This design comes from an exercise in tuning for a short achievable clock period on the open sky130 flow, not from production work. Where RTL was checked, it was by simulation tests only, not by an equivalence proof against the original. Power figures rest on the tool's default switching activity, not on a simulated workload.

Setup of rev 12:
==> flow/design.v <==
module fsv (
    input  wire         clk,
    input  wire         rst,         
    input  wire         op_valid,
    input  wire [11:0]  op_word,
    output reg  [7:0]   acc,
    output wire [151:0] fb,
    output reg  [4:0]   len,
    output reg          ovf,
    output reg          valid,
    output reg  [7:0]   cmd,
    output reg  [7:0]   tid0,
    output reg  [7:0]   tid1,
    output reg  [15:0]  pm25,
    output reg  [15:0]  pm10,
    output reg  [7:0]   fwy,
    output reg  [7:0]   fwm,
    output reg  [7:0]   fwd,
    output reg  [7:0]   rid0,
    output reg  [7:0]   rid1,
    output reg          pmw,
    output reg          fww,
    output reg          idw,
    output reg  [2:0]   err,
    output reg          fatal
);
    localparam [7:0] HEADER    = 8'hAA;
    localparam [7:0] TAIL      = 8'hAB;
    localparam [7:0] TYPE_CMD  = 8'hB4;
    localparam [7:0] TYPE_ACK  = 8'hC5;
    localparam [7:0] TYPE_DATA = 8'hC0;
    localparam [2:0] E_OK        = 3'd0;
    localparam [2:0] E_INVPARAM  = 3'd1;
    localparam [2:0] E_MALFORMED = 3'd3;
    localparam [2:0] E_ILLEGAL   = 3'd4;
    localparam [2:0] E_OVERFLOW  = 3'd5;
    localparam [2:0] E_RESCMD    = 3'd6;
    function [7:0] sel8;
        input       s;
        input [7:0] a;
        input [7:0] b;
        sel8 = ({8{s}} & a) | ({8{~s}} & b);
    endfunction
    function legal_cmd;
        input [7:0] c;
        legal_cmd = (c == 8'h02) || (c == 8'h04) || (c == 8'h05) ||
                    (c == 8'h06) || (c == 8'h07) || (c == 8'h08);
    endfunction
    reg  [151:0] fb_q;
    wire [7:0]   fbuf [0:18];
    genvar gi;
    generate
        for (gi = 0; gi < 19; gi = gi + 1) begin : g_fb_bytes
            assign fbuf[gi] = fb_q[8*gi +: 8];
        end
    endgenerate
    assign fb = fb_q;
    reg  [19:0] lo;           
    reg  [18:0] th;           
    reg         cl;           
    reg         bok;          
    reg  [7:0]  acc_n;        
    reg  [7:0]  cmd_n;        
    reg  [7:0]  tid0_n;       
    reg  [7:0]  tid1_n;       
    reg  [7:0]  s_all, snap2, d8, d17;
    reg         rok, cok;     
    wire [7:0] acc_i  = ~acc_n;
    wire [7:0] cmd_i  = ~cmd_n;
    wire [7:0] tid0_i = ~tid0_n;
    wire [7:0] tid1_i = ~tid1_n;
    wire [3:0] opc = op_word[11:8];
    wire [7:0] imm = op_word[7:0];
    wire iz = (imm == 8'h00);
    wire d_csclr  = op_valid && (opc == 4'h1) && iz;
    wire d_csadd  = op_valid && (opc == 4'h2);
    wire d_fclr   = op_valid && (opc == 4'h3) && iz;
    wire d_push   = op_valid && (opc == 4'h4);
    wire d_vcmd   = op_valid && (opc == 4'h5) && iz;
    wire d_vrpl   = op_valid && (opc == 4'h6) && iz;
    wire d_setcmd = op_valid && (opc == 4'h7);
    wire d_setid0 = op_valid && (opc == 4'h8);
    wire d_setid1 = op_valid && (opc == 4'h9);
    wire d_bcmd   = op_valid && (opc == 4'hA) && iz;
    wire d_decpm  = op_valid && (opc == 4'hB) && iz;
    wire d_decfw  = op_valid && (opc == 4'hC) && iz;
    wire d_decid  = op_valid && (opc == 4'hD) && iz;
    wire zop   = (opc == 4'h1) || (opc == 4'h3) || (opc == 4'h5) || (opc == 4'h6) ||
                 (opc == 4'hA) || (opc == 4'hB) || (opc == 4'hC) || (opc == 4'hD);
    wire d_ill = op_valid && ((zop && !iz) || (opc == 4'h0) ||
                              (opc == 4'hE) || (opc == 4'hF));
    wire imm_tail  = (imm == TAIL);
    wire imm_legal = legal_cmd(imm);
    wire full = lo[19];
    wire       pre9, pre18;
    wire [7:0] cs, dsum;
    wire [4:0] len_inc;
    wire [95:0] fdata;                    
    fsv_st u_st (
        .fb_q(fb_q), .lo(lo), .th(th), .cmd(cmd_i), .tid0(tid0_i),
        .tid1(tid1_i), .s_all(s_all), .snap2(snap2), .d8(d8), .d17(d17),
        .pre9(pre9), .pre18(pre18), .cs(cs), .dsum(dsum),
        .len_inc(len_inc), .fdata(fdata)
    );
    reg  [7:0] frame [0:18];
    integer i;
    always @(*) begin
        frame[0] = HEADER;
        frame[1] = TYPE_CMD;
        frame[2] = cmd_i;
        for (i = 0; i < 12; i = i + 1)
            frame[3 + i] = fdata[8*i +: 8];
        frame[15] = tid0_i;
        frame[16] = tid1_i;
        frame[17] = cs;
        frame[18] = TAIL;
    end
    wire b_ok   = d_bcmd && bok;
    wire p_ok   = d_push && !full;
    wire clr    = rst || d_fclr;
    wire [7:0] acc_nx  = rst ? 8'h00 :
                         d_csclr ? 8'h00 :
                         sel8(d_csadd, acc_i + imm, acc_i);
    wire [4:0]  len_nx = clr ? 5'd0 :
                         p_ok ? len_inc :
                         b_ok ? 5'd19 : len;
    wire [19:0] lo_nx  = clr ? 20'd1 :
                         p_ok ? {lo[18:0], 1'b0} :
                         b_ok ? (20'd1 << 19) : lo;
    wire [18:0] th_nx  = clr ? 19'd0 :
                         p_ok ? {th[17:0], 1'b1} :
                         b_ok ? {19{1'b1}} : th;
    wire le12_nx = clr ? 1'b1 : p_ok ? !th[11] : b_ok ? 1'b0 : !th[12];
    wire cl_nx   = rst ? 1'b0 : d_setcmd ? imm_legal : cl;
    wire [7:0] cmd_nx  = rst ? 8'h00 : sel8(d_setcmd, imm, cmd_i);
    wire [7:0] tid0_nx = rst ? 8'hFF : sel8(d_setid0, imm, tid0_i);
    wire [7:0] tid1_nx = rst ? 8'hFF : sel8(d_setid1, imm, tid1_i);
    wire [7:0] s_all_nx = clr ? 8'h00 : sel8(d_push, s_all + imm, s_all);
    always @(posedge clk) begin
        acc    <= acc_nx;
        acc_n  <= ~acc_nx;
        len    <= len_nx;
        lo     <= lo_nx;
        th     <= th_nx;
        cl     <= cl_nx;
        bok    <= cl_nx && le12_nx;
        cmd    <= cmd_nx;
        cmd_n  <= ~cmd_nx;
        tid0   <= tid0_nx;
        tid0_n <= ~tid0_nx;
        tid1   <= tid1_nx;
        tid1_n <= ~tid1_nx;
        s_all  <= s_all_nx;
        snap2  <= sel8(lo[2], s_all, snap2);
        d8     <= sel8(lo[8], dsum, d8);
        d17    <= sel8(lo[17], dsum, d17);
        ovf    <= !clr && ((d_push && full) || ovf);
        rok    <= !rst && (d_push ? (pre9 && imm_tail) :
                           (d_fclr || b_ok) ? 1'b0 : rok);
        cok    <= !rst && (d_push ? (pre18 && imm_tail) :
                           d_fclr ? 1'b0 : (b_ok || cok));
        valid  <= !rst && (d_vcmd ? cok : d_vrpl ? rok : valid);
        pm25   <= rst ? 16'h0000 :
                  (d_decpm && rok) ? {fbuf[3], fbuf[2]} : pm25;
        pm10   <= rst ? 16'h0000 :
                  (d_decpm && rok) ? {fbuf[5], fbuf[4]} : pm10;
        pmw    <= !rst && ((d_decpm && rok) || pmw);
        fwy    <= rst ? 8'h00 : sel8(d_decfw && rok, fbuf[3], fwy);
        fwm    <= rst ? 8'h00 : sel8(d_decfw && rok, fbuf[4], fwm);
        fwd    <= rst ? 8'h00 : sel8(d_decfw && rok, fbuf[5], fwd);
        fww    <= !rst && ((d_decfw && rok) || fww);
        rid0   <= rst ? 8'h00 : sel8((d_decfw || d_decid) && rok, fbuf[6], rid0);
        rid1   <= rst ? 8'h00 : sel8((d_decfw || d_decid) && rok, fbuf[7], rid1);
        idw    <= !rst && (((d_decfw || d_decid) && rok) || idw);
        fatal  <= 1'b0;
        if (rst)
            err <= E_OK;
        else if (d_ill)
            err <= E_ILLEGAL;
        else if (d_push)
            err <= full ? E_OVERFLOW : E_OK;
        else if (d_bcmd)
            err <= !cl ? E_RESCMD : !bok ? E_INVPARAM : E_OK;
        else if (d_decpm || d_decfw || d_decid)
            err <= rok ? E_OK : E_MALFORMED;
        else if (op_valid)
            err <= E_OK;
    end
    generate
        for (gi = 0; gi < 19; gi = gi + 1) begin : g_fb_cells
            wire [7:0] held;
            if (gi < 12) begin : g_low
                assign held = sel8(b_ok, frame[gi], fb_q[8*gi +: 8]);
            end else begin : g_high
                assign held = fb_q[8*gi +: 8];
            end
            always @(posedge clk)
                fb_q[8*gi +: 8] <= rst ? 8'h00 :
                                   sel8(d_push && lo[gi], imm,
                                        sel8(th[gi], held, frame[gi]));
        end
    endgenerate
endmodule
module fsv_st (
    input  wire [151:0] fb_q,
    input  wire [19:0]  lo,
    input  wire [18:0]  th,
    input  wire [7:0]   cmd,
    input  wire [7:0]   tid0,
    input  wire [7:0]   tid1,
    input  wire [7:0]   s_all,
    input  wire [7:0]   snap2,
    input  wire [7:0]   d8,
    input  wire [7:0]   d17,
    output wire         pre9,     
    output wire         pre18,    
    output wire [7:0]   cs,       
    output wire [7:0]   dsum,     
    output reg  [4:0]   len_inc,  
    output reg  [95:0]  fdata     
);
    wire [7:0] fbuf [0:18];
    genvar gi;
    generate
        for (gi = 0; gi < 19; gi = gi + 1) begin : g_fb_bytes
            assign fbuf[gi] = fb_q[8*gi +: 8];
        end
    endgenerate
    assign pre9  = lo[9] && (fbuf[0] == 8'hAA) &&
                   ((fbuf[1] == 8'hC5) || (fbuf[1] == 8'hC0)) &&
                   (d8 == fbuf[8]);
    assign pre18 = lo[18] && (fbuf[0] == 8'hAA) && (fbuf[1] == 8'hB4) &&
                   (d17 == fbuf[17]);
    assign cs    = cmd + tid0 + tid1 + s_all;
    assign dsum  = s_all - snap2;
    integer i;
    always @(*) begin
        len_inc = 5'd0;
        for (i = 0; i < 19; i = i + 1)
            if (lo[i]) len_inc = len_inc | (i + 1);
        for (i = 0; i < 12; i = i + 1)
            fdata[8*i +: 8] = th[i] ? fbuf[i] : 8'h00;
    end
endmodule
==> flow/config.mk <==
export PLATFORM = sky130hd
export DESIGN_NAME = fsv
export DESIGN_NICKNAME = fsv
export VERILOG_FILES = /design/flow/design.v
export SDC_FILE = /design/flow/constraint.sdc
export NUM_CORES = 4
export LEC_CHECK = 0
export ABC_CLOCK_PERIOD_IN_PS = 300
export CAP_MARGIN = 20
export CORE_MARGIN = 2
export CORE_UTILIZATION = 40
export PLACE_DENSITY = 0.6
export SETUP_SLACK_MARGIN = 4.6
export SLEW_MARGIN = 20
export SYNTH_HIERARCHICAL = 1
==> flow/constraint.sdc <==
create_clock -name core_clock -period 7.0 [get_ports {clk}]
set_input_delay 1.4000 -clock core_clock [delete_from_list [all_inputs] [get_ports {clk}]]
set_output_delay 1.4000 -clock core_clock [all_outputs]
set_load 0.01 [all_outputs]
run.sh (not shown) runs the stock make flow with config.mk's settings and CLKGATE_MAP_FILE= SYNTH_SCRIPT=/design/flow/synth_recipe.tcl, a recipe that flattens the netlist after the stock synthesis.
Rev 12 completed; timing, DRC and antenna clean
#### Input delta (rev 13 over rev 12)
diff --git a/flow/design.v b/flow/design.v
--- a/flow/design.v
+++ b/flow/design.v
@@ -61,11 +61,11 @@
     reg         bok;          
     reg  [7:0]  acc_n;        
     reg  [7:0]  cmd_n;        
     reg  [7:0]  tid0_n;       
     reg  [7:0]  tid1_n;       
-    reg  [7:0]  s_all, snap2, d8, d17;
+    reg  [7:0]  s_all, q, p, snap2, d8, d17;
     reg         rok, cok;     
     wire [7:0] acc_i  = ~acc_n;
     wire [7:0] cmd_i  = ~cmd_n;
     wire [7:0] tid0_i = ~tid0_n;
     wire [7:0] tid1_i = ~tid1_n;
@@ -95,12 +95,12 @@
     wire       pre9, pre18;
     wire [7:0] cs, dsum;
     wire [4:0] len_inc;
     wire [95:0] fdata;                    
     fsv_st u_st (
-        .fb_q(fb_q), .lo(lo), .th(th), .cmd(cmd_i), .tid0(tid0_i),
-        .tid1(tid1_i), .s_all(s_all), .snap2(snap2), .d8(d8), .d17(d17),
+        .fb_q(fb_q), .lo(lo), .th(th), .p(p), .q(q),
+        .s_all(s_all), .snap2(snap2), .d8(d8), .d17(d17),
         .pre9(pre9), .pre18(pre18), .cs(cs), .dsum(dsum),
         .len_inc(len_inc), .fdata(fdata)
     );
     reg  [7:0] frame [0:18];
     integer i;
@@ -133,11 +133,19 @@
     wire le12_nx = clr ? 1'b1 : p_ok ? !th[11] : b_ok ? 1'b0 : !th[12];
     wire cl_nx   = rst ? 1'b0 : d_setcmd ? imm_legal : cl;
     wire [7:0] cmd_nx  = rst ? 8'h00 : sel8(d_setcmd, imm, cmd_i);
     wire [7:0] tid0_nx = rst ? 8'hFF : sel8(d_setid0, imm, tid0_i);
     wire [7:0] tid1_nx = rst ? 8'hFF : sel8(d_setid1, imm, tid1_i);
-    wire [7:0] s_all_nx = clr ? 8'h00 : sel8(d_push, s_all + imm, s_all);
+    wire [7:0] s_add    = s_all + imm;
+    wire [7:0] s_all_nx = clr ? 8'h00 : sel8(d_push, s_add, s_all);
+    wire [7:0] q_nx     = rst ? 8'h00 :
+                          d_fclr ? cmd_i :
+                          d_push ? q + imm :
+                          sel8(d_setcmd, s_add, q);
+    wire [7:0] p_nx     = rst ? 8'hFE :
+                          d_setid0 ? tid1_i + imm :
+                          sel8(d_setid1, tid0_i + imm, p);
     always @(posedge clk) begin
         acc    <= acc_nx;
         acc_n  <= ~acc_nx;
         len    <= len_nx;
         lo     <= lo_nx;
@@ -149,10 +157,12 @@
         tid0   <= tid0_nx;
         tid0_n <= ~tid0_nx;
         tid1   <= tid1_nx;
         tid1_n <= ~tid1_nx;
         s_all  <= s_all_nx;
+        q      <= q_nx;
+        p      <= p_nx;
         snap2  <= sel8(lo[2], s_all, snap2);
         d8     <= sel8(lo[8], dsum, d8);
         d17    <= sel8(lo[17], dsum, d17);
         ovf    <= !clr && ((d_push && full) || ovf);
         rok    <= !rst && (d_push ? (pre9 && imm_tail) :
@@ -203,13 +213,12 @@
 endmodule
 module fsv_st (
     input  wire [151:0] fb_q,
     input  wire [19:0]  lo,
     input  wire [18:0]  th,
-    input  wire [7:0]   cmd,
-    input  wire [7:0]   tid0,
-    input  wire [7:0]   tid1,
+    input  wire [7:0]   p,        
+    input  wire [7:0]   q,        
     input  wire [7:0]   s_all,
     input  wire [7:0]   snap2,
     input  wire [7:0]   d8,
     input  wire [7:0]   d17,
     output wire         pre9,     
@@ -229,11 +238,11 @@
     assign pre9  = lo[9] && (fbuf[0] == 8'hAA) &&
                    ((fbuf[1] == 8'hC5) || (fbuf[1] == 8'hC0)) &&
                    (d8 == fbuf[8]);
     assign pre18 = lo[18] && (fbuf[0] == 8'hAA) && (fbuf[1] == 8'hB4) &&
                    (d17 == fbuf[17]);
-    assign cs    = cmd + tid0 + tid1 + s_all;
+    assign cs    = p + q;
     assign dsum  = s_all - snap2;
     integer i;
     always @(*) begin
         len_inc = 5'd0;
         for (i = 0; i < 19; i = i + 1)
--- outcome ---
- Of the two values seen for slowest cell on the critical path, or4_4 was produced by rev 12 and a2111oi_2 by rev 13.
- Rev 12 -> rev 13: count of flip-flops with a built-in enable after synthesis flat
- Launch point of the critical path = op_word[5]: rev 12; launch point of the critical path = op_word[0]: rev 13
- Multi-input gate share of the layout cell area: rev 13 vs rev 12 up 1.2 points
- Number of rows created at floorplan, rev 12 and rev 13: smaller value in rev 12
- As of rev 13, total power consumption of the routed design had risen by a few percent compared to rev 12.
- Taking rev 12 as 1.0, rev 13 lands at 0.837 on maximum VDD drop.
- Compared with rev 12, rev 13 shows total standard cell area after synthesis higher by about 6%.
- Between rev 12 and rev 13, the setup TNS after final layout does not differ in any meaningful way.
- Diff rev 12 and rev 13: combinational share of power higher in rev 13
- Global-route wire length before repair (rev 12 / rev 13): 0.911
- The die area of rev 13 was inferior to that of rev 12.
- Row time the final worst path needs with I/O delays and setup: rev 13 lower / rev 12 higher
No functional check of the RTL was part of rev 12.

==> static timing again, ports no longer ideal <==
Ports are ideal in the flow. The routed layouts listed here were re-timed in OpenROAD. Step 1 assumes that a clkbuf_16 drives the clock port and a buf_2 every other input. Step 2 times the ports against the registers' clock, not the clock port: input delays grow and output delays shrink by t, the midpoint of the rising clock arrivals with the driver on. Slacks: no drivers / after step 1 / after step 2; pairs: no drivers / after step 1.
run	shift t [ns]	setup slack, ns	worst setup path after step 2	pins driven straight from the clock port
rev 12	0.632	3.857 / 3.868 / 3.236	input to register	1
rev 13	0.646	4.223 / 4.198 / 3.552	input to register	1
After both steps every run listed still meets setup and hold. The setup slack of rev 13, which loses most, moves by -0.025 ns with the drivers and by -0.671 ns with both steps.
